Background: an optimization exercise with open tools, aiming at small area, a short achievable clock period and few clock cycles. Do not read the settings as production practice.
In this exercise RTL edits were held to simulation tests only and were not proved equivalent to the original.
No activity file was given, so power comes from the tool's default toggle rates.

maple:
## bce_core
module bce_core (
    input  wire        clk,
    input  wire        rst,           
    input  wire        start,         
    output wire        ready,         
    output wire        done,          
    output wire [1:0]  ev_kind,       
    output wire        mem_req,
    output wire        mem_we,
    output wire [11:0] mem_addr,
    output wire [15:0] mem_wdata,
    input  wire        mem_gnt,
    input  wire [15:0] mem_rdata,     
    input  wire        io_inpr_we,    
    input  wire [7:0]  io_inpr,
    input  wire        io_fgi_set,    
    input  wire        io_fgo_set,    
    output wire [15:0] ac,
    output wire [11:0] pc,
    output wire        e,
    output wire        carry,
    output wire        stop,
    output wire        ien,
    output wire        fgi,
    output wire        fgo,
    output wire [7:0]  outr
);
    localparam [1:0] EV_EXEC = 2'd0, EV_INT = 2'd1, EV_FAULT = 2'd2, EV_HALT = 2'd3;
    localparam [2:0] OP_AND = 3'd0, OP_ADD = 3'd1, OP_LDA = 3'd2, OP_STA = 3'd3,
                     OP_BUN = 3'd4, OP_BSA = 3'd5, OP_ISZ = 3'd6;
    reg [15:0] ac_r;
    reg [11:0] pc_r;
    reg [7:0]  inpr_r, outr_r;
    reg        e_r, carry_r, stop_r, ien_r, fgi_r, fgo_r;
    reg        s_f1;      
    reg        s_ind;     
    reg        s_op;      
    reg        s_wr;      
    reg        done_r;    
    reg [1:0]  ev_r;
    reg        iv;        
    reg [2:0]  op_r;      
    reg [11:0] ar_r;      
    wire s_idle = ~(s_f1 | s_ind | s_op | s_wr);
    wire [15:0] w      = mem_rdata;
    wire        w_i    = w[15];
    wire [2:0]  w_op   = w[14:12];
  ...
For scale: about 110 I/O pins.
clock: 5.0 ns
lec_check: 0
cap_margin: 20
core_margin: 2
core_utilization: 40
slew_margin: 20
standard.sh (not shown) runs the stock make flow with config.mk's settings and CLKGATE_MAP_FILE= SYNTH_SCRIPT=/design/flow/synth_recipe.tcl, a recipe that flattens the netlist after the stock synthesis.
==> flow/flow/run.sh <==
#!/bin/bash
# Standard ORFS layout, but the port buffers are a fast buffer cell instead of
# the slow delay cell buffer_ports picks by default.
set -euo pipefail
export BUFFER_PORTS_ARGS="-buffer_cell sky130_fd_sc_hd__buf_2"
bash standard.sh > standard_flow.log 2>&1
maple completed end to end with timing, DRC and antenna clean.
Testbench counts of maple, summed over its fixed seeds: cycles 135,199.
## Diff of input files: lagoon against maple
==> flow/run.sh (new file) <==
#!/bin/bash
# synth_recipe.tcl (not shown) runs the flow's synth.tcl, then flattens the netlist and writes it again
# the make line also repeats each setting of config.mk as NAME=value (left out here)
make -C /OpenROAD-flow-scripts/flow DESIGN_CONFIG=/design/flow/config.mk WORK_HOME=/design/flow/orfs CLKGATE_MAP_FILE= SYNTH_SCRIPT=/design/flow/synth_recipe.tcl finish
--- a/flow/config.mk
+++ b/flow/config.mk
@@ -9,3 +9,4 @@
 export CORE_MARGIN = 2
 export CORE_UTILIZATION = 40
+export SETUP_SLACK_MARGIN = 1.5
 export SLEW_MARGIN = 20
removed: flow/flow/run.sh
removed: flow/standard.sh
Notes after the runs:
lagoon ends up with higher combinational fraction of design power than maple does. Taking maple as the reference point, the smallest hold slack of lagoon rises by 0.0045 ns. lagoon and maple ended up with nearly the same power dissipated in sequential cells. Detail-routed via count per cell in lagoon vs maple: up 0.63%. Fraction of area in multi-input gates in lagoon vs maple: down 7.2 points.
Inputs modified between lagoon and delta:
--- a/flow/config.mk
+++ b/flow/config.mk
@@ -9,4 +9,3 @@
 export CORE_MARGIN = 2
 export CORE_UTILIZATION = 40
-export SETUP_SLACK_MARGIN = 1.5
 export SLEW_MARGIN = 20
==> notes.md <==
Re full die area: no difference whatsoever between lagoon and delta.
Clock power ended up about 5% higher on delta than on lagoon.
Minimum clock period after layout on delta is up relative to lagoon.
delta vs lagoon, combinational group share of total power went down by 5.7 points.
Taking lagoon over delta, the final area ratio works out to 1.20.
delta vs lagoon: critical path arrival up
Min number of fillers in the final layout across delta and lagoon: lagoon
The first-pass GRT wire length of delta falls short of that of lagoon by 9800 um.
lagoon reports its destination of the critical timing path as mem_addr[10] while delta reports pc[10].

what the ideal ports hide:
Ports are ideal in the flow. The routed layouts listed here were re-timed in OpenROAD.
Step 1 assumes that a clkbuf_16 drives the clock port and a buf_2 every other input.
Step 2 moves the port delays by t, midway between the first and last clock arrival at a register: inputs arrive t later, outputs are due t later. That takes back most of the time a late clock gives input paths.
Three values: ideal ports, drivers, drivers and shift; two values: the first two.
run	shift t [ns]	slack for setup (ns)	cell pins on the clock port's net
maple	0.402	0.611 / 0.588 / 0.588	1
lagoon	0.404	0.918 / 0.869 / 0.869	1
delta	0.399	0.162 / 0.136 / 0.136	1
After both steps setup and hold are still met in every run listed. For lagoon, which loses most, drivers alone change the setup slack by -0.049 ns; drivers and shift together by -0.049 ns.
